What follows belongs to an exercise in optimizing a design on an open flow for a short achievable clock period and few clock cycles; a production flow would make more cautious choices. The RTL was checked by simulation tests, not by an equivalence proof against the original design. Power and IR drop assume default switching activity.

==> design.v <==
module crc_frame_enc (
    input  wire        clk,
    input  wire        rst,         
    input  wire        cmd_valid,
    output wire        cmd_ready,
    input  wire [15:0] cmd,
    output reg         rsp_valid,
    output reg  [2:0]  rsp_kind,
    output reg  [63:0] rsp_data
);
    localparam [7:0] WRITE_FLAG = 8'h80;
    localparam [7:0] SLOT_A     = 8'h30;
    localparam [7:0] SLOT_B     = 8'h38;
    localparam [2:0] K_OK     = 3'd0;
    localparam [2:0] K_VAL16  = 3'd1;
    localparam [2:0] K_BOOL   = 3'd2;
    localparam [2:0] K_REPORT = 3'd3;
    localparam [2:0] K_END    = 3'd4;
    localparam [2:0] K_STAT   = 3'd5;
    localparam [2:0] K_FAULT  = 3'd6;
    localparam [1:0] PH_LOAD  = 2'd0;
    localparam [1:0] PH_EMIT  = 2'd1;
    localparam [1:0] PH_DONE  = 2'd2;
    localparam [1:0] PH_FAULT = 2'd3;
    localparam [2:0] F_INVALID_SLOT = 3'd1;
    localparam [2:0] F_PAYLOAD_LEN  = 3'd2;
    localparam [2:0] F_SEQUENCE     = 3'd3;
    localparam [2:0] F_ILLEGAL      = 3'd4;
    function [15:0] crc_step;
        input [15:0] c;
        input [7:0]  b;
        integer i;
        reg [15:0] x;
        begin
            x = c ^ {8'h00, b};
            for (i = 0; i < 8; i = i + 1)
                x = x[0] ? ((x >> 1) ^ 16'h8408) : (x >> 1);
            crc_step = x;
        end
    endfunction
    reg rst_q;
    reg rdy_r;
    assign cmd_ready = rdy_r;
    always @(posedge clk) begin
        rst_q <= rst;
        rdy_r <= !rst;
    end
    wire [7:0] i_op  = cmd[15:8];
    wire [7:0] i_arg = cmd[7:0];
    wire       i_z   = (i_arg == 8'h00);
    wire       i_acc = !rst && cmd_valid && rdy_r;
    wire       i_push = (i_op == 8'h21);
    reg        b_v;
    reg        b_rst, b_stat, b_init, b_upd, b_rd, b_chk, b_new;
    reg        b_push, b_slot, b_start, b_next, b_ill;
    reg        b_slotok, b_slotb;    
    reg [7:0]  b_byte;
    reg [15:0] b_mb;                 
    always @(posedge clk) begin
        b_v      <= i_acc;
        b_rst    <= (i_op == 8'h01) && i_z;
        b_stat   <= (i_op == 8'h02) && i_z;
        b_init   <= (i_op == 8'h10) && i_z;
        b_upd    <= (i_op == 8'h11);
        b_rd     <= (i_op == 8'h12) && i_z;
        b_chk    <= (i_op == 8'h13) && i_z;
        b_new    <= (i_op == 8'h20) && i_z;
        b_push   <= i_push;
        b_slot   <= (i_op == 8'h22);
        b_start  <= (i_op == 8'h23) && i_z;
        b_next   <= (i_op == 8'h24) && i_z;
        b_ill    <= !(((i_op == 8'h01) || (i_op == 8'h02) || (i_op == 8'h10) ||
                       (i_op == 8'h12) || (i_op == 8'h13) || (i_op == 8'h20) ||
                       (i_op == 8'h23) || (i_op == 8'h24)) && i_z) &&
                    (i_op != 8'h11) && (i_op != 8'h21) && (i_op != 8'h22);
        b_slotok <= (i_arg == 8'd1) || (i_arg == 8'd2);
        b_slotb  <= (i_arg == 8'd2);
        b_byte   <= i_arg;
        b_mb     <= crc_step(16'h0000, i_arg);
    end
    reg [15:0] crc_r;
    reg [15:0] pcrc;         
    reg [7:0]  pay [0:63];   
    reg [6:0]  wp;
    reg        slot_b;       
    reg        slotv;
    reg [15:0] cks;
    reg        cksv;
    reg [3:0]  seq;
    reg        repv;
    reg [1:0]  phase;
    reg [2:0]  err;
    reg [9:0]  pend;         
    reg        push_en;      
    wire ph_load  = (phase == PH_LOAD);
    wire ph_emit  = (phase == PH_EMIT);
    wire ph_done  = (phase == PH_DONE);
    wire ph_fault = (phase == PH_FAULT);
    wire wp_full  = wp[6];
    wire [8:1] chunk_nz;
    genvar g;
    generate
        for (g = 1; g <= 8; g = g + 1) begin : g_nz
            assign chunk_nz[g] = |{pay[7*g+6], pay[7*g+5], pay[7*g+4], pay[7*g+3],
                                   pay[7*g+2], pay[7*g+1], pay[7*g]};
        end
    endgenerate
    wire [9:0] low = pend & ~(pend - 10'd1);
    reg  [3:0] low_idx;
    reg  [3:0] seq_after;
    integer k;
    always @(*) begin
        low_idx   = 4'd0;
        seq_after = 4'd0;
        for (k = 0; k < 10; k = k + 1)
            if (low[k]) begin
                low_idx   = low_idx   | k[3:0];
                seq_after = seq_after | (k[3:0] + 4'd1);
            end
    end
    wire f_push  = b_push  && !push_en;
    wire f_slot  = b_slot  && (!ph_load || !b_slotok);
    wire f_start = b_start && (ph_fault || !wp_full || !slotv);
    wire f_next  = b_next  && (ph_load || ph_fault);
    wire fault   = b_ill || f_push || f_slot || f_start || f_next;
    wire [2:0] fcode =
        b_ill                                  ? F_ILLEGAL      :
        (b_slot && ph_load)                    ? F_INVALID_SLOT :
        ((b_push && ph_load) ||
         (b_start && !ph_fault && !wp_full))   ? F_PAYLOAD_LEN  :
                                                 F_SEQUENCE;
    wire do_clr   = b_v && (b_rst || b_new);
    wire do_push  = push_en;
    wire do_slot  = b_v && b_slot  && !f_slot;
    wire do_start = b_v && b_start && !f_start;
    wire do_emit  = b_v && b_next  && ph_emit;
    reg [1:0] phase_nx;
    reg [6:0] wp_nx;
    always @(*) begin
        phase_nx = phase;
        if (rst_q || do_clr)
            phase_nx = PH_LOAD;
        else if (b_v && fault)
            phase_nx = PH_FAULT;
        else if (do_start)
            phase_nx = PH_EMIT;
        else if (do_emit && low[9])
            phase_nx = PH_DONE;
        wp_nx = wp;
        if (rst_q || do_clr)
            wp_nx = 7'd0;
        else if (do_push)
            wp_nx = wp + 7'd1;
    end
    wire [31:0] stat_word = {12'd0, seq, 1'b0, wp, repv, cksv, slotv, err, phase};
    always @(posedge clk) begin
        if (do_push) begin : shift
            integer i;
            for (i = 0; i < 63; i = i + 1)
                pay[i] <= pay[i+1];
            pay[63] <= b_byte;
        end
    end
    always @(posedge clk) begin
        push_en <= i_acc && i_push && (phase_nx == PH_LOAD) && !wp_nx[6];
        phase   <= phase_nx;
        wp      <= wp_nx;
        if (rst_q) begin
            crc_r  <= 16'hFFFF;
            pcrc   <= 16'hFFFF;
            slot_b <= 1'b0;
            slotv  <= 1'b0;
            cks    <= 16'h0000;
            cksv   <= 1'b0;
            seq    <= 4'd0;
            repv   <= 1'b0;
            err    <= 3'd0;
            pend   <= 10'd0;
        end else begin
            if (b_v && (b_rst || b_init))
                crc_r <= 16'hFFFF;
            else if (b_v && b_upd)
                crc_r <= crc_step(crc_r, 8'h00) ^ b_mb;
            else if (do_start)
                crc_r <= pcrc;
            if (do_clr)
                pcrc <= 16'hFFFF;
            else if (do_push)
                pcrc <= crc_step(pcrc, 8'h00) ^ b_mb;
            if (do_slot) begin
                slot_b <= b_slotb;
                slotv  <= 1'b1;
            end else if (do_clr)
                slotv  <= 1'b0;
            if (do_start) begin
                cks  <= pcrc;
                cksv <= 1'b1;
            end else if (do_clr)
                cksv <= 1'b0;
            if (do_clr || do_start) begin
                seq  <= 4'd0;
                repv <= 1'b0;
            end else if (do_emit) begin
                seq  <= seq_after;
                repv <= 1'b1;
            end
            if (do_start)
                pend <= {1'b1, chunk_nz, 1'b1};
            else if (do_emit)
                pend <= pend & ~low;
            if (do_clr)
                err <= 3'd0;
            else if (b_v && fault && !ph_fault)
                err <= fcode;
        end
    end
    reg [55:0] chunk;
    integer s;
    always @(*) begin
        chunk = {24'd0, cks, (slot_b ? SLOT_B : SLOT_A), pay[63]} & {56{low[9]}};
        for (s = 0; s < 9; s = s + 1)
            chunk = chunk | ({pay[7*s+6], pay[7*s+5], pay[7*s+4], pay[7*s+3],
                              pay[7*s+2], pay[7*s+1], pay[7*s]} & {56{low[s]}});
    end
    always @(posedge clk) begin
        rsp_valid <= !rst && b_v;
        rsp_kind  <= fault                  ? K_FAULT  :
                     b_stat                 ? K_STAT   :
                     b_rd                   ? K_VAL16  :
                     b_chk                  ? K_BOOL   :
                     (b_next && ph_emit)    ? K_REPORT :
                     (b_next && ph_done)    ? K_END    :
                                              K_OK;
        rsp_data  <= fault               ? {61'd0, fcode} :
                     b_stat              ? {32'd0, stat_word} :
                     b_rd                ? {48'd0, crc_r} :
                     b_chk               ? {63'd0, (crc_r == 16'hF0B8)} :
                     (b_next && ph_emit) ? {WRITE_FLAG | {4'd0, low_idx}, chunk} :
                                           64'd0;
    end
endmodule
==> run.sh <==
#!/bin/bash
# synth_recipe.tcl (not shown) runs the flow's synth.tcl, then flattens the netlist and writes it again
# the make line also repeats each setting of config.mk as NAME=value (left out here)
make -C /OpenROAD-flow-scripts/flow DESIGN_CONFIG=/design/flow/config.mk WORK_HOME=/design/flow/orfs CLKGATE_MAP_FILE= SYNTH_SCRIPT=/design/flow/synth_recipe.tcl finish
==> config.mk <==
export PLATFORM = sky130hd
export DESIGN_NAME = crc_frame_enc
export DESIGN_NICKNAME = crc_frame_enc
export VERILOG_FILES = /design/flow/design.v
export SDC_FILE = /design/flow/constraint.sdc
export NUM_CORES = 4
export LEC_CHECK = 0
export ABC_CLOCK_PERIOD_IN_PS = 2000
export CAP_MARGIN = 20
export CORE_MARGIN = 2
export CORE_UTILIZATION = 35
export PLACE_DENSITY = 0.55
export SETUP_SLACK_MARGIN = 4.3
export SLEW_MARGIN = 20
==> constraint.sdc <==
create_clock -name core_clock -period 6.5 [get_ports {clk}]
set_input_delay 1.3000 -clock core_clock [delete_from_list [all_inputs] [get_ports {clk}]]
set_output_delay 1.3000 -clock core_clock [all_outputs]
set_load 0.01 [all_outputs]
==> reports/qor.yml, run 1 <==
routing:
  wl_per_cell_um: 29.7
  wirelength_mm: 95.3
  final_antenna_net_count: 0
  drt_iter0_markers: 2878
  dr.pass1.iters: 6
  vias_per_cell: 5.97
  vias: 19100
  drc_errors: 0
die:
  die_w_um: 282
  design.die.area_um2: 79400
  die_h_um: 282
  core-area_um2: 76200
  initial_core_util_pct: 35.4
  num_io_pins: 88
  num_rows: 101
synthesis:
  synth_edf_count: 512
  yosysWarnings: 2
  synthesis.area_um2: 27000
  ys_seq_area_share_pct: 70.1
  synthArstFlopShare_pct: 0
  synthCells: 2015
  postSynthRegisterBits: 690
  synthFlopType: "edfxtp_1"
  syn_avg_cell_area_um2: 13.4
  synth_cell_types: 78
critical_path:
  slowest_stage: "dfxtp_4"
  crit_required_ns: 5.20
  crit_type: "flip-flop to primary output"
  critPathMaxFanout: 1
  critPathTopFamily: "flip-flops"
  critPathCaptureType: "primary output"
  arrival_ns: 1.15
  cpPeakStageDelay_ns: 0.39
  worst_setup_path_start_kind: "flip-flop"
  cp_cell_sequence: "buf_6"
  crit_buf_inv: 1
placed_design:
  globalplace.congestion: 0.936
  portBuffers: 84
  hpwl_mm: 65.6
  place_inst: 3019
clocking:
  numCtsBuffers: 76
  cts_max_level: 3
  clock_latency_ns: 0.66
  holdBufCountCts: 0
  clk_pin_slew_ns: 0.06
  cts_tree: "yes"
  cts.sinks: 690
  cts_root_buf: "clkbuf_16"
  clockBufferDepth: 3
grt:
  grt_pass1_wl_mm: 132
  grt_use_total_pct: 23.3
  grt_max_degree: 192
  grt_antenna_before_repair: 4
  overflow: 0
  grt_pass1_vias: 18300
timing:
  fin_crit_ns: 2.45
  tightest_slew_ns: 1.26
  rsz0062_at_grt: "true"
  slew_violations: 0
  slew_headroom_pct: 16.0
  hold_viol: 0
  finClkSkew_ns: 0.0465
  final-setup-viol-count: 0
  tns_ns: 0
  max_freq_ghz: 0.408
  period_share_pct: 37.7
power:
  vdd_drop_max_uv: 180
  p_per_area_nw_per_um2: 281
  power.leakage_nw: 9.87
cells_and_area:
  final_nets: 2138
  final_layout_size_suffix_gt1_share_pct: 19.9
  antenna_cells: 0
  instances_no_fill: 3206
  area.growth.synth_to_final_pct: 21.8
hold_path:
  hold_class: "flip-flop to flip-flop"
outcome:
  status: "finished clean"
run:
  maxCapViolations: 0
registers in the layout, summed over array words and instances, names as in the netlist, 2 cells and up:
register,count
pcrc,16
err,3
rsp_data,61
pay,512
b_byte,8
wp,7
pend,10
seq,4
rsp_kind,3
phase,2
b_mb,9
crc_r,16
cks,16
path summary, 6_finish.rpt:
kind | startpoint | endpoint | slack (ns) | cells after the start
worst max-delay path | rsp_data[18]$_SDFF_PP0_ | rsp_data[18] | 4.05 | 1
worst min-delay path | b_byte[4]$_DFF_P_ | pay[63][4]$_DFFE_PP_ | 0.40 | 0
worst max register to register | pend[7]$_SDFFE_PP0P_ | rsp_data[0]$_DFF_P_ | 4.23 | 7
worst min register to register | b_byte[4]$_DFF_P_ | pay[63][4]$_DFFE_PP_ | 0.40 | 0
cell usage in the layout, fill, tap and decap left out, drive strengths merged, types with 9 or more instances in the layout:
cell type  netlist  layout
nor2            67      71
clkinv           0      22
nand4           29      29
nand3b           9       9
a22oi           89      89
inv             14      19
a31oi           15      15
and3            16      16
nor3            14      14
a211oi          15      15
a22o            16      16
nor4           125     125
nor2b           32      32
a21oi          117     117
bufinv           0       9
buf             54     122
clkbuf          82     103
mux2i            9       9
nand2          199     201
o211ai          34      34
a221oi          59      59
xnor2           43      43
dfxtp          178     178
o21ai          113     113
nand3           23      23
a2111oi          9       9
xor2            27      27
edfxtp         512     512
o31ai           14      14
a221o           20      20
cells by family (layout without fill, tap and decap cells):
kind of cell | after synthesis | in the layout | share of synthesized area [%]
simple gates | 550 | 556 | 10.6
fa+ha+maj | 5 | 5 | 0.232
buf+inv | 150 | 303 | 2.53
compound gates | 539 | 539 | 13.8
flops | 690 | 690 | 70.1
xor+xnor | 71 | 71 | 2.35
mux | 9 | 9 | 0.334
other cells | 1 | 3 | 0.0139
final cells by class:
| class | instances | area (um^2) |
|---|---|---|
| Clock inverter | 43 | 514 |
| Sequential cell | 690 | 19100 |
| Tap cell | 1030 | 1290 |
| Multi-Input combinational cell | 1183 | 8170 |
| Inverter | 14 | 56.3 |
| Timing Repair Buffer | 148 | 1750 |
| Clock buffer | 97 | 2060 |
| Fill cell | 6858 | 43300 |
| Timing Repair inverter | 1 | 5.00 |
synthesized netlist by cell type (15+ instances only):
cell	instances	area, um^2
a21oi_1	117	586
a221o_1	20	200
a221oi_1	58	508
a22o_1	16	140
a22oi_1	89	668
a31oi_1	15	93.8
and3_1	16	100
buf_2	31	155
clkbuf_1	81	304
dfxtp_1	178	3560
edfxtp_1	512	15400
nand2_1	198	743
nand3_1	23	115
nand4_1	29	181
nor2_1	65	244
nor2b_1	32	200
nor4_1	124	776
o211ai_1	34	255
o21ai_0	112	561
xnor2_1	43	377
xor2_1	27	236
repair_timing:
| action | 4_1_cts | 5_1_grt |
|---|---|---|
| pin swaps | 15 | 20 |
| setup endpoints to repair | 634 | 344 |
| buffers inserted | 15 | 18 |
| hold endpoints to repair | 0 | 0 |
| gates cloned | 10 | 4 |
| resized for setup | 470 | 71 |
per-stage QoR:
step | utilization (%) | hold WS [ns] | power, W | area [um^2] | setup WS, ns
floorplan | - | 0.386 | 0.00484 | 27200 | 1.41
global placement | 38.0 | 0.402 | 0.00488 | 28900 | 3.24
detailed placement | 38.0 | 0.396 | 0.00488 | 28900 | 3.22
CTS | 42.5 | 0.404 | 0.00931 | 32400 | 4.04
global route | 43.2 | 0.409 | 0.00949 | 32900 | 4.02
finish | 43.2 | 0.402 | 0.00925 | 32900 | 4.05
where the power goes:
| group | leakage (nW) | total [W] | switching (W) | internal, W |
|---|---|---|---|---|
| clock network | 1.24 | 0.00447 | 0.00184 | 0.00263 |
| logic | 2.96 | 0.0000916 | 0.0000494 | 0.0000422 |
| registers | 5.67 | 0.00469 | 0.0000160 | 0.00467 |
| total | 9.87 | 0.00925 | 0.00190 | 0.00734 |
per-layer routing:
layer / global-route usage, % / vias up / wire length, um
met4: 7.64 / 4 / 3110
met5: 0 / - / 27
met1: 31.4 / 9579 / 37700
met2: 35.0 / 1260 / 42200
met3: 8.15 / 178 / 12300
li1: - / 8118 / -
Testbench counts, summed over its fixed seeds: cycles 19,204.
==> run 2: changes to the inputs <==
--- a/design.v
+++ b/design.v
@@ -90,7 +90,8 @@
     reg        repv;
     reg [1:0]  phase;
     reg [2:0]  err;
-    reg [9:0]  pend;         
+    reg [9:0]  low;          
+    reg [9:0]  rest;         
     reg        push_en;      
     wire ph_load  = (phase == PH_LOAD);
     wire ph_emit  = (phase == PH_EMIT);
@@ -105,7 +106,7 @@
                                    pay[7*g+2], pay[7*g+1], pay[7*g]};
         end
     endgenerate
-    wire [9:0] low = pend & ~(pend - 10'd1);
+    wire [9:0] rest_low = rest & ~(rest - 10'd1);
     reg  [3:0] low_idx;
     reg  [3:0] seq_after;
     integer k;
@@ -175,7 +176,8 @@
             seq    <= 4'd0;
             repv   <= 1'b0;
             err    <= 3'd0;
-            pend   <= 10'd0;
+            low    <= 10'd0;
+            rest   <= 10'd0;
         end else begin
             if (b_v && (b_rst || b_init))
                 crc_r <= 16'hFFFF;
@@ -204,10 +206,13 @@
                 seq  <= seq_after;
                 repv <= 1'b1;
             end
-            if (do_start)
-                pend <= {1'b1, chunk_nz, 1'b1};
-            else if (do_emit)
-                pend <= pend & ~low;
+            if (do_start) begin
+                low  <= 10'd1;
+                rest <= {1'b1, chunk_nz, 1'b0};
+            end else if (do_emit) begin
+                low  <= rest_low;
+                rest <= rest & ~rest_low;
+            end
             if (do_clr)
                 err <= 3'd0;
             else if (b_v && fault && !ph_fault)
--- a/config.mk
+++ b/config.mk
@@ -8,7 +8,7 @@
 export ABC_CLOCK_PERIOD_IN_PS = 2000
 export CAP_MARGIN = 20
 export CORE_MARGIN = 2
-export CORE_UTILIZATION = 35
-export PLACE_DENSITY = 0.55
-export SETUP_SLACK_MARGIN = 4.3
+export CORE_UTILIZATION = 45
+export PLACE_DENSITY = 0.6
+export SETUP_SLACK_MARGIN = 4.5
 export SLEW_MARGIN = 20
==> reports/qor.yml, run 2 <==
outcome:
  status: "finished clean"
hold_path:
  hold_depth: 0  # unchanged
  hold_class: "flip-flop to flip-flop"
  min_from: "b_byte[6]$_DFF_P_"
  holdPathEnd: "pay[63][6]$_DFFE_PP_"
synthesis:
  yosysWarnings: 2  # unchanged
  synth_compound_area_share_pct: 12.3  # -1.4 points
  synth_top_family_by_area: "compound AO/OA/AOI/OAI gates"
  syn_avg_cell_area_um2: 14.5  # +8.0%
  synthSimpleGateAreaFrac_pct: 9.33  # -1.3 points
  yosys.area.top_type: "edfxtp_1"
  synthCells: 1800  # -11%
  synthMuxAreaShare_pct: 0.154  # -0.18 points
  synth_cell_types: 62  # -21%
  synthArstFlopShare_pct: 0  # unchanged
  synth_edf_count: 512  # unchanged
  synthFlopType: "edfxtp_1"
  synth_most_common_cell: "edfxtp_1"
  synthesis.area_um2: 26000  # -3.5%
  yosysTopAreaCellShare_pct: 59.0  # +2.1 points
  postSynthRegisterBits: 699  # +1.3%
  yosys.area_share.adder_pct: 0.240  # +0.0085 points
  synth_common_cells: "edfxtp_1 (512), dfxtp_1 (187), a22oi_1 (132)"
  ys_seq_area_share_pct: 73.4  # +3.3 points
  ys_top_cells_by_area: "edfxtp_1 (59%), dfxtp_1 (14%), a22oi_1 (3.8%), nor4_1 (3.0%), a221oi_1 (2.3%)"
  synthXorXnorAreaFrac_pct: 2.54  # +0.19 points
cells_and_area:
  top_register: "pay"
  postLayoutCoreUtil_pct: 56.3  # +13 points
  largest_reg_flops: 512  # unchanged
  final_layout_size_suffix_gt1_share_pct: 24.1  # +4.2 points
  mostFrequentLayoutCell: "edfxtp_1"
  reg.largest.list: "pay: 512 flops, rsp_data: 61 flops"
  final_nets: 2001  # -6.4%
  mostFrequentLayoutCells: "edfxtp_1 (512), dfxtp_1 (139), nand2_1 (125)"
  final_area_um2: 32400  # -1.6%
  area.growth.synth_to_final_pct: 24.2
routing:
  drc_errors: 0  # unchanged
  drt_iter0_markers: 4069  # +41%
  top_layer: "met5"
  wl_met3_mm: 17.5  # +43%
  wl_per_cell_um: 38.9  # +31%
  vias_per_cell: 7.19  # +20%
  met1Wirelength_mm: 36.4  # -3.4%
  wirelength_mm: 109  # +14%
  vias: 20200  # +5.5%
  dr.pass1.iters: 10  # +4
  final_antenna_net_count: 0  # unchanged
  dr_wl_met2_mm: 45.8  # +8.5%
grt:
  grt_pass1_vias: 18300  # +0.13%
  grt_max_degree: 93  # -52%
  grt_antenna_before_repair: 10  # +6
  grt_pass1_wl_mm: 145  # +9.5%
  overflow: 0  # unchanged
  grt_use_total_pct: 35.1  # +12 points
critical_path:
  reg2reg_slack_ns: 4.36  # +0.13 ns
  cp_cell_sequence: "buf_6"
  arrival_ns: 1.14  # about the same
  slowest_stage: "dfxtp_4"
  critPathTopFamily: "flip-flops"
  crit_buf_inv: 1  # unchanged
  critPathMaxFanout: 1  # unchanged
  worst_setup_path_start_kind: "flip-flop"
  crit_type: "flip-flop to primary output"
  reg2reg_depth: 5  # -2
  crit_required_ns: 5.20  # about the same
  critPathCaptureType: "primary output"
  r2r_end: "rsp_data[3]$_SDFF_PP0_"
  worstReg2RegStart: "pay[28][3]$_DFFE_PP_"
  cpPeakStageDelay_ns: 0.40  # about the same
timing:
  slew_headroom_pct: 21.0  # +5.0 points
  tns_ns: 0  # unchanged
  slew_violations: 0  # unchanged
  max_freq_ghz: 0.410  # +0.59%
  rsz0062_at_grt: "true"
  fin_ws_ns: 4.06  # +0.0144 ns
  period_share_pct: 37.5  # -0.22 points
  fin_crit_ns: 2.44  # -0.0144 ns
  finClkSkew_ns: 0.0295  # -0.0170 ns
  hold_viol: 0  # unchanged
  final-setup-viol-count: 0  # unchanged
  tightest_slew_ns: 1.18  # -0.0772 ns
placed_design:
  portBuffers: 84  # unchanged
  place_area_um2: 27700  # -4.4%
  hpwl_mm: 69.6  # +6.1%
  globalplace.congestion: 1.08  # +15%
  pre_cts_ws_ns: 3.41  # +0.190 ns
die:
  num_io_pins: 88  # unchanged
  core-area_um2: 57500  # -25%
  die_w_um: 245  # -13%
  design.die.area_um2: 59800  # -25%
  num_rows: 88  # -13%
  die_h_um: 245  # -13%
  initial_core_util_pct: 45.3  # +9.9 points
clocking:
  numCtsBuffers: 74  # -2.6%
  clk_pin_slew_ns: 0.06  # about the same
  cts.sinks: 699  # +1.3%
  cts_tree: "yes"
  clock_latency_ns: 0.63  # -0.03 ns
  clockBufferDepth: 3  # unchanged
  cts_root_buf: "clkbuf_16"
  cts_max_level: 3  # unchanged
power:
  finalPower_w: 0.00899  # -2.8%
  vdd_drop_max_uv: 199  # +11%
  power.leakage_nw: 9.94  # +0.77%
  p_per_area_nw_per_um2: 278  # -1.1%
run:
  maxCapViolations: 0  # unchanged
-- run 2: changes by cell type in the layout (fill, tap and decap cells not counted), sizes merged, moves of 22 or more --
cell / change
a21oi: -65
a222oi: +22
a22o: +27
a22oi: +43
a31oi: +24
buf: +53
nand2: -74
nor2b: -24
o211ai: -32
o21ai: -85
-- run 2: layout make-up --
| cell class | count | area [um^2] |
|---|---|---|
| fill | 4521 | 25100 |
| sequential | 699 | 19200 |
| tap | 765 | 957 |
| antenna | 6 | 15.0 |
| multi-input combinational | 992 | 7490 |
| clock inverter | 28 | 211 |
| timing repair buffer | 203 | 2320 |
| clock buffer | 106 | 2130 |
| inverter | 7 | 26.3 |
-- run 2: kinds of logic (layout without fill, tap and decap cells) --
family / after synthesis / after routing
buffers and inverters: 118 / 344
adder cells (fa/ha/maj): 5 / 5
AND/OR/NAND/NOR: 473 / 480
other: 1 / 9
flip-flops: 699 / 699
multiplexers: 4 / 4
AO/OA/AOI/OAI: 426 / 426
XOR/XNOR: 74 / 74
-- run 2: routing by layer --
metal,track usage (%),vias to the layer above
met5,0,-
met4,22.3,8
met2,50.5,2080
met1,44.5,9943
li1,-,7644
met3,13.3,509
-- run 2: how the worst max path moves through the flow --
stage                                       start              end  depth (start not counted)
after floorplan                   push_en$_DFF_P_  push_en$_DFF_P_                          6
after global placement                     cmd[2]    b_ill$_DFF_P_                          6
after detailed placement                   cmd[2]    b_ill$_DFF_P_                          6
after CTS                 rsp_data[40]$_SDFF_PP0_     rsp_data[40]                          1
after global routing      rsp_data[54]$_SDFF_PP0_     rsp_data[54]                          1
final                     rsp_data[54]$_SDFF_PP0_     rsp_data[54]                          1
-- run 2: report_power, final --
group	internal, W	switching [W]
sequential	0.00473	0.0000161
clock	0.00237	0.00178
combinational	0.0000442	0.0000521
-- run 2: timing repair --
action                     in CTS  in global routing
gates cloned                   16                  7
setup endpoints to repair     473                262
pin swaps                      27                 27
resized for setup             489                108
setup buffers                  49                 30
hold buffers                    0                  0
-- run 2: per-stage QoR --
stage / instances / hold WS, ns
2_1_floorplan: 1802 / 0.386
3_3_place_gp: 2563 / 0.392
3_5_place_dp: 2564 / 0.391
4_1_cts: 2763 / 0.405
5_1_grt: 2800 / 0.411
6_report: 2806 / 0.406
Testbench counts of run 2, summed over its fixed seeds: cycles 19,204.
==> run 3: changes to the inputs <==
--- a/config.mk
+++ b/config.mk
@@ -8,7 +8,7 @@
 export ABC_CLOCK_PERIOD_IN_PS = 2000
 export CAP_MARGIN = 20
 export CORE_MARGIN = 2
-export CORE_UTILIZATION = 45
-export PLACE_DENSITY = 0.6
+export CORE_UTILIZATION = 60
+export PLACE_DENSITY = 0.7
 export SETUP_SLACK_MARGIN = 4.5
 export SLEW_MARGIN = 20
==> reports/qor.yml, run 3 <==
critical_path:
  crit_type: "flip-flop to primary output"
  arrival_ns: 1.09  # -0.05 ns
  slowest_stage: "dfxtp_4"
  cp-startpoint: "rsp_data[49]$_SDFF_PP0_"
  worstReg2RegStart: "phase[0]$_DFF_P_"
  cpPeakStageDelay_ns: 0.36  # -0.04 ns
  worst_setup_path_start_kind: "flip-flop"
  crit_buf_inv: 1  # unchanged
  critPathTopFamily: "flip-flops"
  critPathCaptureType: "primary output"
  critPathMaxFanout: 1  # unchanged
  crit_required_ns: 5.20  # about the same
  cp_cell_sequence: "buf_6"
synthesis:
  synthCells: 1800  # unchanged
  syn_avg_cell_area_um2: 14.5  # unchanged
  synthArstFlopShare_pct: 0  # unchanged
  ys_top_cells_by_area: "edfxtp_1 (59%), dfxtp_1 (14%), a22oi_1 (3.8%), nor4_1 (3.0%), a221oi_1 (2.3%)"
  yosysTopAreaCellShare_pct: 59.0  # unchanged
  synthFlopType: "edfxtp_1"
  synth_common_cells: "edfxtp_1 (512), dfxtp_1 (187), a22oi_1 (132)"
  ys_seq_area_share_pct: 73.4  # unchanged
  synth_edf_count: 512  # unchanged
  postSynthRegisterBits: 699  # unchanged
  synth_cell_types: 62  # unchanged
  synthesis.area_um2: 26000  # unchanged
  yosys.area.top_type: "edfxtp_1"
  synth_most_common_cell: "edfxtp_1"
  yosysWarnings: 2  # unchanged
placed_design:
  place_area_um2: 27400  # -0.80%
  hpwl_mm: 67.4  # -3.0%
  pre_cts_ws_ns: 3.40  # -0.00257 ns
  globalplace.congestion: 1.08  # -0.32%
  portBuffers: 84  # unchanged
die:
  design.die.area_um2: 45100  # -25%
  initial_core_util_pct: 60.6  # +15 points
  die_h_um: 212  # -13%
  core-area_um2: 43000  # -25%
  num_rows: 76  # -14%
  num_io_pins: 88  # unchanged
  die_w_um: 212  # -13%
cells_and_area:
  fillCellCount: 2669  # -41%
  mostFrequentLayoutCell: "edfxtp_1"
  area.growth.synth_to_final_pct: 22.9
  largest_reg_flops: 512  # unchanged
  mostFrequentLayoutCells: "edfxtp_1 (512), a22oi_1 (127), dfxtp_1 (127)"
  final_layout_size_suffix_gt1_share_pct: 24.5  # +0.39 points
  final_nets: 1993  # -0.40%
  reg.largest.list: "pay: 512 flops, rsp_data: 61 flops"
  top_register: "pay"
  final_area_um2: 32000  # -1.1%
hold_path:
  min_from: "b_byte[7]$_DFF_P_"
  hold_class: "flip-flop to flip-flop"
clocking:
  cts_root_buf: "clkbuf_16"
  cts_max_level: 3  # unchanged
  numCtsBuffers: 71  # -4.1%
  clock_latency_ns: 0.62  # about the same
  clockBufferDepth: 3  # unchanged
  clk_pin_slew_ns: 0.06  # about the same
  cts.sinks: 699  # unchanged
  cts_tree: "yes"
routing:
  final_antenna_net_count: 0  # unchanged
  vias: 20300  # +0.38%
  drt_iter0_markers: 4725  # +16%
  dr.pass1.iters: 10  # unchanged
  drc_errors: 0  # unchanged
  wl_per_cell_um: 40.8  # +5.0%
  wirelength_mm: 107  # -2.1%
  vias_per_cell: 7.75  # +7.7%
timing:
  tightest_slew_ns: 1.15  # -0.0311 ns
  hold_ws_ns: 0.404  # -0.00187 ns
  slew_violations: 0  # unchanged
  final-setup-viol-count: 0  # unchanged
  finClkSkew_ns: 0.0347  # +0.00523 ns
  fin_crit_ns: 2.39  # -0.0490 ns
  fin_ws_ns: 4.11  # +0.0490 ns
  slew_headroom_pct: 23.2  # +2.2 points
  rsz0062_at_grt: "true"
  hold_viol: 0  # unchanged
  tns_ns: 0  # unchanged
  max_freq_ghz: 0.418  # +2.1%
  period_share_pct: 36.8  # -0.75 points
run:
  maxCapViolations: 0  # unchanged
grt:
  grt_pass1_wl_mm: 139  # -3.8%
  grt_max_degree: 87  # -6.5%
  overflow: 0  # unchanged
  grt_pass1_vias: 17900  # -2.3%
  grt_antenna_before_repair: 9  # -1
  grt_use_total_pct: 45.7  # +11 points
power:
  power.leakage_nw: 9.84  # -1.1%
  vdd_drop_max_uv: 258  # +30%
  finalPower_w: 0.00888  # -1.2%
  p_per_area_nw_per_um2: 277  # -0.17%
outcome:
  status: "finished clean"
[run 3: per-stage QoR]
step,std cells,util [%]
global route,2613,74.5
global placement,2387,63.8
CTS,2569,71.9
floorplan,1802,-
finish,2616,74.5
detailed placement,2387,63.8
[run 3: worst paths after layout]
| check | endpoint | slack, ns | depth (start not counted) |
|---|---|---|---|
| max | rsp_data[49] | 4.11 | 1 |
| min | pay[63][7]$_DFFE_PP_ | 0.40 | 0 |
| max reg2reg | rsp_data[0]$_DFF_P_ | 4.30 | 8 |
| min reg2reg | pay[63][7]$_DFFE_PP_ | 0.40 | 0 |
[run 3: logic make-up after synthesis]
family          after synthesis  synth area share, %
simple gates                473                 9.33
mux                           4                0.154
compound gates              426                 12.3
buf+inv                     118                 1.98
other cells                   1               0.0144
xor+xnor                     74                 2.54
fa+ha+maj                     5                0.240
flops                       699                 73.4
[run 3: what timing repair did]
item	CTS	global route
pin swaps	28	38
setup buffers	42	36
gates resized for setup	494	132
hold buffers	0	0
setup endpoints to repair	629	253
gates cloned	9	6
[run 3: report_power, final]
part	internal [W]	leakage [nW]	switching [W]
clock network	0.00230	1.13	0.00174
registers	0.00473	5.74	0.0000169
logic	0.0000438	2.96	0.0000523
total	0.00707	9.84	0.00181
[run 3: layout make-up]
type                    count  area [um^2]  share of cell area, %
diodes                      4         10.0                 0.0313
multi-input cells         990         7480                   23.4
well taps                 585          732                   2.29
clock inverters            25          168                  0.524
clock buffers             106         2110                   6.58
repair buffers            200         2270                   7.10
inverters                   7         26.3                 0.0821
flip-flops and latches    699        19200                   60.0
[run 3: routing by layer]
metal  wire length [um]  vias up  global-route usage, %
met5                138        -                      0
met4               9930        8                   29.3
met3              19600      576                   21.9
met2              42700     2270                   63.0
met1              34400     9800                   57.6
li1                   -     7607                      -
==> run 4: changes to the inputs <==
--- a/design.v
+++ b/design.v
@@ -88,15 +88,16 @@
     reg        cksv;
     reg [3:0]  seq;
     reg        repv;
-    reg [1:0]  phase;
+    reg [3:0]  ph;           
     reg [2:0]  err;
     reg [9:0]  low;          
     reg [9:0]  rest;         
     reg        push_en;      
-    wire ph_load  = (phase == PH_LOAD);
-    wire ph_emit  = (phase == PH_EMIT);
-    wire ph_done  = (phase == PH_DONE);
-    wire ph_fault = (phase == PH_FAULT);
+    wire ph_load  = ph[0];
+    wire ph_emit  = ph[1];
+    wire ph_done  = ph[2];
+    wire ph_fault = ph[3];
+    wire [1:0] phase = {ph_done || ph_fault, ph_emit || ph_fault};
     wire wp_full  = wp[6];
     wire [8:1] chunk_nz;
     genvar g;
@@ -135,18 +136,18 @@
     wire do_slot  = b_v && b_slot  && !f_slot;
     wire do_start = b_v && b_start && !f_start;
     wire do_emit  = b_v && b_next  && ph_emit;
-    reg [1:0] phase_nx;
+    reg [3:0] ph_nx;
     reg [6:0] wp_nx;
     always @(*) begin
-        phase_nx = phase;
+        ph_nx = ph;
         if (rst_q || do_clr)
-            phase_nx = PH_LOAD;
+            ph_nx = 4'b0001;
         else if (b_v && fault)
-            phase_nx = PH_FAULT;
+            ph_nx = 4'b1000;
         else if (do_start)
-            phase_nx = PH_EMIT;
+            ph_nx = 4'b0010;
         else if (do_emit && low[9])
-            phase_nx = PH_DONE;
+            ph_nx = 4'b0100;
         wp_nx = wp;
         if (rst_q || do_clr)
             wp_nx = 7'd0;
@@ -163,8 +164,8 @@
         end
     end
     always @(posedge clk) begin
-        push_en <= i_acc && i_push && (phase_nx == PH_LOAD) && !wp_nx[6];
-        phase   <= phase_nx;
+        push_en <= i_acc && i_push && ph_nx[0] && !wp_nx[6];
+        ph      <= ph_nx;
         wp      <= wp_nx;
         if (rst_q) begin
             crc_r  <= 16'hFFFF;
@@ -227,20 +228,17 @@
             chunk = chunk | ({pay[7*s+6], pay[7*s+5], pay[7*s+4], pay[7*s+3],
                               pay[7*s+2], pay[7*s+1], pay[7*s]} & {56{low[s]}});
     end
+    wire r_rep = b_next && ph_emit;
+    wire r_end = b_next && ph_done;
     always @(posedge clk) begin
         rsp_valid <= !rst && b_v;
-        rsp_kind  <= fault                  ? K_FAULT  :
-                     b_stat                 ? K_STAT   :
-                     b_rd                   ? K_VAL16  :
-                     b_chk                  ? K_BOOL   :
-                     (b_next && ph_emit)    ? K_REPORT :
-                     (b_next && ph_done)    ? K_END    :
-                                              K_OK;
-        rsp_data  <= fault               ? {61'd0, fcode} :
-                     b_stat              ? {32'd0, stat_word} :
-                     b_rd                ? {48'd0, crc_r} :
-                     b_chk               ? {63'd0, (crc_r == 16'hF0B8)} :
-                     (b_next && ph_emit) ? {WRITE_FLAG | {4'd0, low_idx}, chunk} :
-                                           64'd0;
+        rsp_kind  <= {fault || b_stat || r_end,
+                      fault || b_chk  || r_rep,
+                      b_stat || b_rd  || r_rep};
+        rsp_data  <= ({64{fault}}  & {61'd0, fcode}) |
+                     ({64{b_stat}} & {32'd0, stat_word}) |
+                     ({64{b_rd}}   & {48'd0, crc_r}) |
+                     ({64{b_chk}}  & {63'd0, (crc_r == 16'hF0B8)}) |
+                     ({64{r_rep}}  & {WRITE_FLAG | {4'd0, low_idx}, chunk});
     end
 endmodule
--- a/config.mk
+++ b/config.mk
@@ -8,7 +8,7 @@
 export ABC_CLOCK_PERIOD_IN_PS = 2000
 export CAP_MARGIN = 20
 export CORE_MARGIN = 2
-export CORE_UTILIZATION = 60
-export PLACE_DENSITY = 0.7
+export CORE_UTILIZATION = 35
+export PLACE_DENSITY = 0.55
 export SETUP_SLACK_MARGIN = 4.5
 export SLEW_MARGIN = 20
==> reports/qor.yml, run 4 <==
outcome:
  status: "finished clean"
synthesis:
  yosysWarnings: 2  # unchanged
  synthArstFlopShare_pct: 0  # unchanged
  synthFlopType: "edfxtp_1"
  syn_avg_cell_area_um2: 14.9  # +3.0%
  synthXorXnorAreaFrac_pct: 2.45  # -0.093 points
  synthSimpleGateAreaFrac_pct: 8.49  # -0.83 points
  synthesis.area_um2: 25800  # -1.1%
  synth_top_family_by_area: "compound AO/OA/AOI/OAI gates"
  synth_compound_area_share_pct: 12.6  # +0.24 points
  synth_cell_types: 57  # -8.1%
  ys_seq_area_share_pct: 74.4  # +0.98 points
  synthCells: 1729  # -3.9%
  yosys.area.top_type: "edfxtp_1"
  synthMuxAreaShare_pct: 0.194  # +0.041 points
  synth_common_cells: "edfxtp_1 (512), dfxtp_1 (189), nor4_1 (126)"
  postSynthRegisterBits: 701  # +0.29%
  ys_top_cells_by_area: "edfxtp_1 (60%), dfxtp_1 (15%), nor4_1 (3.1%), a221oi_1 (2.7%), a22o_1 (2.6%)"
  yosys.area_share.adder_pct: 0.0486  # -0.19 points
  synth_edf_count: 512  # unchanged
  synth_most_common_cell: "edfxtp_1"
  yosysTopAreaCellShare_pct: 59.7  # +0.66 points
routing:
  dr.pass1.iters: 8  # -2
  vias_per_cell: 6.44  # -17%
  drt_iter0_markers: 3542  # -25%
  wirelength_mm: 98.1  # -8.1%
  vias: 18300  # -9.6%
  final_antenna_net_count: 0  # unchanged
  drc_errors: 0  # unchanged
  wl_per_cell_um: 34.5  # -15%
clocking:
  clock_latency_ns: 0.65  # +0.03 ns
  cts_max_level: 3  # unchanged
  cts_tree: "yes"
  cts_root_buf: "clkbuf_16"
  cts.sinks: 701  # +0.29%
  holdBufCountCts: 0  # unchanged
  clk_pin_slew_ns: 0.06  # about the same
  clockBufferDepth: 3  # unchanged
  numCtsBuffers: 74  # +4.2%
cells_and_area:
  area.growth.synth_to_final_pct: 19.1
  multiInputGateArea_um2: 6640  # -11%
  final_nets: 1841  # -7.6%
  top_register: "pay"
  postLayoutCoreUtil_pct: 42.1  # -32 points
  final_layout_size_suffix_gt1_share_pct: 18.3  # -6.3 points
  final_area_um2: 30700  # -4.2%
  largest_reg_flops: 512  # unchanged
  regArea_um2: 19200  # about the same
  mostFrequentLayoutCell: "edfxtp_1"
  reg.largest.list: "pay: 512 flops, rsp_data: 61 flops"
  fillCellCount: 6494  # +140%
  mostFrequentLayoutCells: "edfxtp_1 (512), dfxtp_1 (144), nand2_1 (106)"
grt:
  grt_pass1_wl_mm: 134  # -3.7%
  grt_max_degree: 211  # +140%
  overflow: 0  # unchanged
  grt_use_total_pct: 25.4  # -20 points
  grt_antenna_before_repair: 8  # -1
  grt_pass1_vias: 17000  # -5.1%
placed_design:
  hpwl_mm: 69.4  # +2.8%
  place_area_um2: 27600  # +0.55%
  globalplace.congestion: 1.02  # -4.9%
  portBuffers: 84  # unchanged
  pre_cts_ws_ns: 3.31  # -0.0934 ns
timing:
  fin_ws_ns: 4.11  # +0.00249 ns
  finClkSkew_ns: 0.0456  # +0.0109 ns
  slew_violations: 0  # unchanged
  hold_viol: 0  # unchanged
  tightest_slew_ns: 1.03  # -0.118 ns
  rsz0062_at_grt: "true"
  tns_ns: 0  # unchanged
  period_share_pct: 36.7  # -0.038 points
  fin_crit_ns: 2.39  # -0.00249 ns
  hold_ws_ns: 0.405  # +0.000932 ns
  max_freq_ghz: 0.419  # +0.10%
  final-setup-viol-count: 0  # unchanged
  slew_headroom_pct: 31.1  # +7.9 points
die:
  die_h_um: 275  # +30%
  num_rows: 99  # +30%
  design.die.area_um2: 75800  # +68%
  num_io_pins: 88  # unchanged
  core-area_um2: 73000  # +70%
  die_w_um: 275  # +30%
  initial_core_util_pct: 35.3  # -25 points
run:
  maxCapViolations: 0  # unchanged
critical_path:
  crit_required_ns: 5.20  # about the same
  arrival_ns: 1.09  # about the same
  crit_buf_inv: 1  # unchanged
  reg2reg_slack_ns: 4.40  # +0.10 ns
  critPathMaxFanout: 1  # unchanged
  worst_setup_path_start_kind: "flip-flop"
  cp_cell_sequence: "buf_6"
  cp-startpoint: "rsp_data[15]$_DFF_P_"
  critPathTopFamily: "flip-flops"
  slowest_stage: "dfxtp_2"
  critPathCaptureType: "primary output"
  crit_type: "flip-flop to primary output"
  worstReg2RegStart: "pay[14][3]$_DFFE_PP_"
  cpPeakStageDelay_ns: 0.36  # about the same
power:
  power.leakage_nw: 9.19  # -6.6%
  vdd_drop_max_uv: 158  # -39%
  p_per_area_nw_per_um2: 297  # +6.9%
hold_path:
  hold_class: "flip-flop to flip-flop"
  min_from: "b_byte[6]$_DFF_P_"
## run 4: cell types whose count changed after synthesis, sizes merged, moves of 8 or more
cell	delta
a221o	+8
a221oi	+9
a22o	+34
a22oi	-54
buf	+12
clkbuf	-17
nand2	-18
nand4	-8
nor2	-34
o21ai	+13
## run 4: cells by family (layout without fill, tap and decap cells)
kind of cell | count (synthesis) | in the layout
AND/OR/NAND/NOR | 411 | 411
adder cells (fa/ha/maj) | 1 | 1
multiplexers | 5 | 5
buffers and inverters | 111 | 263
flip-flops | 701 | 701
other | 1 | 5
XOR/XNOR | 72 | 72
AO/OA/AOI/OAI | 427 | 427
## run 4: layout make-up
cell class,count,area share [%]
clock inverters,33,0.922
repair buffers,120,3.76
inverters,5,0.0612
well taps,959,3.91
clock buffers,105,7.02
flip-flops and latches,701,62.7
multi-input cells,919,21.6
diodes,2,0.0163
## run 4: what timing repair did
action / 4_1_cts / 5_1_grt
endpoints found under the setup margin: 637 / 250
gates cloned: 1 / 1
pin swaps: 10 / 7
buffers inserted: 9 / 4
gates resized for setup: 403 / 60
## run 4: worst paths after layout
kind / to / depth (start not counted)
max: rsp_data[15] / 1
min: pay[63][6]$_DFFE_PP_ / 0
max reg2reg: rest[2]$_SDFFE_PP0P_ / 4
min reg2reg: pay[63][6]$_DFFE_PP_ / 0
## run 4: metrics by stage
step	power [W]	instances
floorplan	0.00491	1731
global placement	0.00494	2689
detailed placement	0.00494	2689
CTS	0.00913	2837
global route	0.00932	2842
finish	0.00910	2844
## run 4: where the power goes
| part | total, W | leakage (nW) | switching (W) | internal (W) |
|---|---|---|---|---|
| sequential | 0.00476 | 5.75 | 0.0000153 | 0.00475 |
| combinational | 0.0000838 | 2.24 | 0.0000450 | 0.0000388 |
| clock | 0.00425 | 1.20 | 0.00181 | 0.00245 |
| total | 0.00910 | 9.19 | 0.00187 | 0.00723 |
## run 4: metal layers
layer / vias up / part of all wire, % / global-route usage [%]
met3: 330 / 14 / 8.90
li1: 7217 / - / -
met4: 12 / 7.1 / 14.8
met1: 9225 / 36 / 32.4
met5: - / 0.091 / 0
met2: 1530 / 43 / 37.5
Testbench counts of run 4, summed over its fixed seeds: cycles 19,204.
==> run 5: changes to the inputs <==
==> flow/run.sh (new file) <==
#!/bin/bash
# Standard ORFS layout, with one extra step after placement: each flip-flop
# that drives an output port's buffer is moved next to that buffer, then the
# placement is legalised again. Everything else is the standard flow.
set -euo pipefail
W=$(pwd)
R=$W/orfs/results/$FLOW_PLATFORM/crc_frame_enc/base
bash standard.sh place > $W/flow_place.log 2>&1
cp $R/3_place.odb $R/3_place_orig.odb
RESULTS=$R openroad -no_init -exit $W/flow/move_out.tcl > $W/flow_move.log 2>&1
bash standard.sh finish > $W/flow_finish.log 2>&1
==> flow/move_out.tcl (new file) <==
# Move the flip-flop behind each output port buffer next to that buffer.
read_db $::env(RESULTS)/3_place_orig.odb
set block [ord::get_db_block]
set moved 0
foreach bterm [$block getBTerms] {
  if {[$bterm getIoType] ne "OUTPUT"} { continue }
  set net [$bterm getNet]
  if {$net eq "NULL"} { continue }
  set buf ""
  foreach it [$net getITerms] { if {[$it isOutputSignal]} { set buf [$it getInst] } }
  if {$buf eq ""} { continue }
  set innet ""
  foreach it [$buf getITerms] { if {[$it isInputSignal]} { set innet [$it getNet] } }
  if {$innet eq "" || $innet eq "NULL"} { continue }
  set ff ""
  foreach it [$innet getITerms] { if {[$it isOutputSignal]} { set ff [$it getInst] } }
  if {$ff eq ""} { continue }
  if {![string match "*__df*" [[$ff getMaster] getName]]} { continue }
  set loc [$buf getLocation]
  $ff setLocation [lindex $loc 0] [lindex $loc 1]
  incr moved
}
puts "moved $moved flip-flops"
detailed_placement
check_placement -verbose
write_db $::env(RESULTS)/3_place.odb
==> standard.sh (new file) <==
#!/bin/bash
# synth_recipe.tcl (not shown) runs the flow's synth.tcl, then flattens the netlist and writes it again
# the make line also repeats each setting of config.mk as NAME=value (left out here)
make -C /OpenROAD-flow-scripts/flow DESIGN_CONFIG=/design/flow/config.mk WORK_HOME=/design/flow/orfs CLKGATE_MAP_FILE= SYNTH_SCRIPT=/design/flow/synth_recipe.tcl "${@:-finish}"
removed: run.sh
==> reports/qor.yml, run 5 <==
clocking:
  clk_pin_slew_ns: 0.06  # about the same
  numCtsBuffers: 74  # unchanged
  cts.sinks: 701  # unchanged
  cts_root_buf: "clkbuf_16"
  clockBufferDepth: 3  # unchanged
  cts_max_level: 3  # unchanged
  cts_tree: "yes"
  clock_latency_ns: 0.65  # about the same
placed_design:
  hpwl_mm: 69.4  # unchanged
  place_inst: 2689  # unchanged
  globalplace.congestion: 1.02  # unchanged
  portBuffers: 84  # unchanged
critical_path:
  critPathTopFamily: "flip-flops"
  crit_buf_inv: 1  # unchanged
  reg2reg_slack_ns: 4.38  # -0.02 ns
  crit_required_ns: 5.20  # about the same
  arrival_ns: 1.08  # about the same
  cp_cell_sequence: "buf_6"
  cpPeakStageDelay_ns: 0.32  # -0.04 ns
  critPathMaxFanout: 1  # unchanged
  r2r_end: "rest[2]$_SDFFE_PP0P_"
  critPathCaptureType: "primary output"
  worst_setup_path_start_kind: "flip-flop"
  cp-startpoint: "rsp_data[27]$_DFF_P_"
  worstReg2RegStart: "pay[14][3]$_DFFE_PP_"
  slowest_stage: "dfxtp_2"
  worstSetupPathDepth: 1  # unchanged
  reg2reg_depth: 4  # unchanged
  crit_type: "flip-flop to primary output"
timing:
  slew_headroom_pct: 29.0  # -2.1 points
  finClkSkew_ns: 0.0368  # -0.00885 ns
  fin_crit_ns: 2.38  # -0.00948 ns
  tightest_slew_ns: 1.07  # +0.0313 ns
  hold_ws_ns: 0.405  # -0.0000800 ns
  hold_viol: 0  # unchanged
  final-setup-viol-count: 0  # unchanged
  rsz0062_at_grt: "true"
  max_freq_ghz: 0.421  # +0.40%
  tns_ns: 0  # unchanged
  period_share_pct: 36.6  # -0.15 points
  slew_violations: 0  # unchanged
cells_and_area:
  regArea_um2: 19300  # +0.12%
  postLayoutCoreUtil_pct: 42.2  # +0.18 points
  final_nets: 1841  # unchanged
  mostFrequentLayoutCell: "edfxtp_1"
  fillCellCount: 6472  # -0.34%
  reg.largest.list: "pay: 512 flops, rsp_data: 61 flops"
  top_register: "pay"
  area.growth.synth_to_final_pct: 19.6
  multiInputGateArea_um2: 6650  # +0.13%
  instances_no_fill: 2840  # -0.14%
  mostFrequentLayoutCells: "edfxtp_1 (512), dfxtp_1 (125), nand2_1 (106)"
  final_layout_size_suffix_gt1_share_pct: 19.3  # +1.1 points
  largest_reg_flops: 512  # unchanged
power:
  power.leakage_nw: 9.19  # about the same
  vdd_drop_max_uv: 200  # +26%
  p_per_area_nw_per_um2: 294  # -0.93%
synthesis:
  synthCells: 1729  # unchanged
  ys_top_cells_by_area: "edfxtp_1 (60%), dfxtp_1 (15%), nor4_1 (3.1%), a221oi_1 (2.7%), a22o_1 (2.6%)"
  synth_edf_count: 512  # unchanged
  synthArstFlopShare_pct: 0  # unchanged
  synthFlopType: "edfxtp_1"
  postSynthRegisterBits: 701  # unchanged
  synth_common_cells: "edfxtp_1 (512), dfxtp_1 (189), nor4_1 (126)"
  yosys.area.top_type: "edfxtp_1"
  synthesis.area_um2: 25800  # unchanged
  synth_most_common_cell: "edfxtp_1"
  syn_avg_cell_area_um2: 14.9  # unchanged
  yosysTopAreaCellShare_pct: 59.7  # unchanged
  synth_cell_types: 57  # unchanged
  yosysWarnings: 2  # unchanged
  ys_seq_area_share_pct: 74.4  # unchanged
routing:
  wirelength_mm: 99.2  # +1.1%
  vias: 18400  # +0.27%
  dr.pass1.iters: 8  # unchanged
  drt_iter0_markers: 3288  # -7.2%
  vias_per_cell: 6.47  # +0.41%
  final_antenna_net_count: 0  # unchanged
  drc_errors: 0  # unchanged
  wl_per_cell_um: 34.9  # +1.2%
outcome:
  status: "finished clean"
grt:
  grt_pass1_vias: 17000  # +0.077%
  grt_use_total_pct: 25.6  # +0.21 points
  overflow: 0  # unchanged
  grt_pass1_wl_mm: 135  # +0.96%
  grt_antenna_before_repair: 8  # unchanged
  grt_max_degree: 211  # unchanged
hold_path:
  hold_depth: 0  # unchanged
  holdPathEnd: "pay[63][5]$_DFFE_PP_"
  min_from: "b_byte[5]$_DFF_P_"
  hold_class: "flip-flop to flip-flop"
die:
  initial_core_util_pct: 35.3  # unchanged
  core-area_um2: 73000  # unchanged
  num_io_pins: 88  # unchanged
  design.die.area_um2: 75800  # unchanged
  die_w_um: 275  # unchanged
  num_rows: 99  # unchanged
  die_h_um: 275  # unchanged
run:
  maxCapViolations: 0  # unchanged
==> run 5: kinds of logic (layout without fill, tap and decap cells) <==
kind of cell / Yosys count / after routing / synth area share (%)
fa+ha+maj: 1 / 1 / 0.0486
xor+xnor: 72 / 72 / 2.45
other cells: 1 / 5 / 0.0146
flops: 701 / 701 / 74.4
compound gates: 427 / 427 / 12.6
simple gates: 411 / 411 / 8.49
buf+inv: 111 / 259 / 1.85
mux: 5 / 5 / 0.194
==> run 5: layout make-up <==
class / count / area share, %
timing repair buffer: 120 / 4.15
antenna: 2 / 0.0162
clock buffer: 106 / 6.97
tap: 959 / 3.89
multi-input combinational: 919 / 21.6
inverter: 5 / 0.0609
clock inverter: 28 / 0.849
sequential: 701 / 62.5
==> run 5: metal layers <==
metal / GRT usage [%] / routed length [um] / part of all wire [%]
met2: 37.7 / 42900 / 43
met4: 15.7 / 7280 / 7.3
met3: 8.48 / 14100 / 14
met1: 32.7 / 34900 / 35
met5: 0 / 35 / 0.035
==> run 5: stage by stage <==
stage          worst slack, ns  cell area, um^2  power [W]
4_1_cts                   4.10            30400    0.00908
3_3_place_gp              3.35            27600    0.00494
5_1_grt                   4.11            30800    0.00928
3_5_place_dp              3.31            27600    0.00494
2_1_floorplan             1.29            25800    0.00491
6_report                  4.12            30800    0.00905
==> run 5: repair_timing <==
item | 4_1_cts | 5_1_grt
cloned | 1 | 1
endpoints found under the setup margin | 644 | 206
gates resized for setup | 419 | 86
hold buffers | 0 | 0
pin swaps | 10 | 8
setup buffers | 9 | 4
==> run 5: worst max-delay path by stage <==
stage                            endpoint
after global routing          rsp_data[8]
final                        rsp_data[27]
after detailed placement   b_next$_DFF_P_
after floorplan           push_en$_DFF_P_
after global placement     b_next$_DFF_P_
after CTS                     rsp_data[8]
==> run 5: where the power goes <==
| part | switching [W] | leakage [nW] | internal, W |
|---|---|---|---|
| Sequential | 0.0000154 | 5.76 | 0.00475 |
| Combinational | 0.0000456 | 2.25 | 0.0000389 |
| Clock | 0.00177 | 1.19 | 0.00243 |

## port drivers added, routing unchanged
How much do the figures lean on ideal ports? The routed layouts below were timed once more, with nothing changed but the port constraints.
Step 1: set_driving_cell puts a clkbuf_16 on clk and a buf_2 on each other input, an assumption about the parent block.
Step 2 adds t to the input delays and takes it off the output delays; t is the mean of the earliest and latest rising clock arrival at the registers after step 1. Input paths then give back, and output paths get back, about the clock's delay inside the block.
Slacks: ideal ports / drivers / drivers and shift; pairs: ideal ports / drivers.
run | t, ns | setup slack, ns | worst slew at a driven data input, ns
run 1 | 0.694 | 4.047 / 3.988 / 3.732 | 0.03
run 2 | 0.685 | 4.061 / 3.994 / 3.883 | 0.03
run 3 | 0.665 | 4.110 / 4.047 / 3.834 | 0.05
run 4 | 0.696 | 4.113 / 4.047 / 3.958 | 0.03
run 5 | 0.698 | 4.122 / 4.052 / 3.972 | 0.03
After both steps every run listed still meets setup and hold. The setup slack of run 1, which loses most, moves by -0.059 ns with the drivers and by -0.315 ns with both steps.
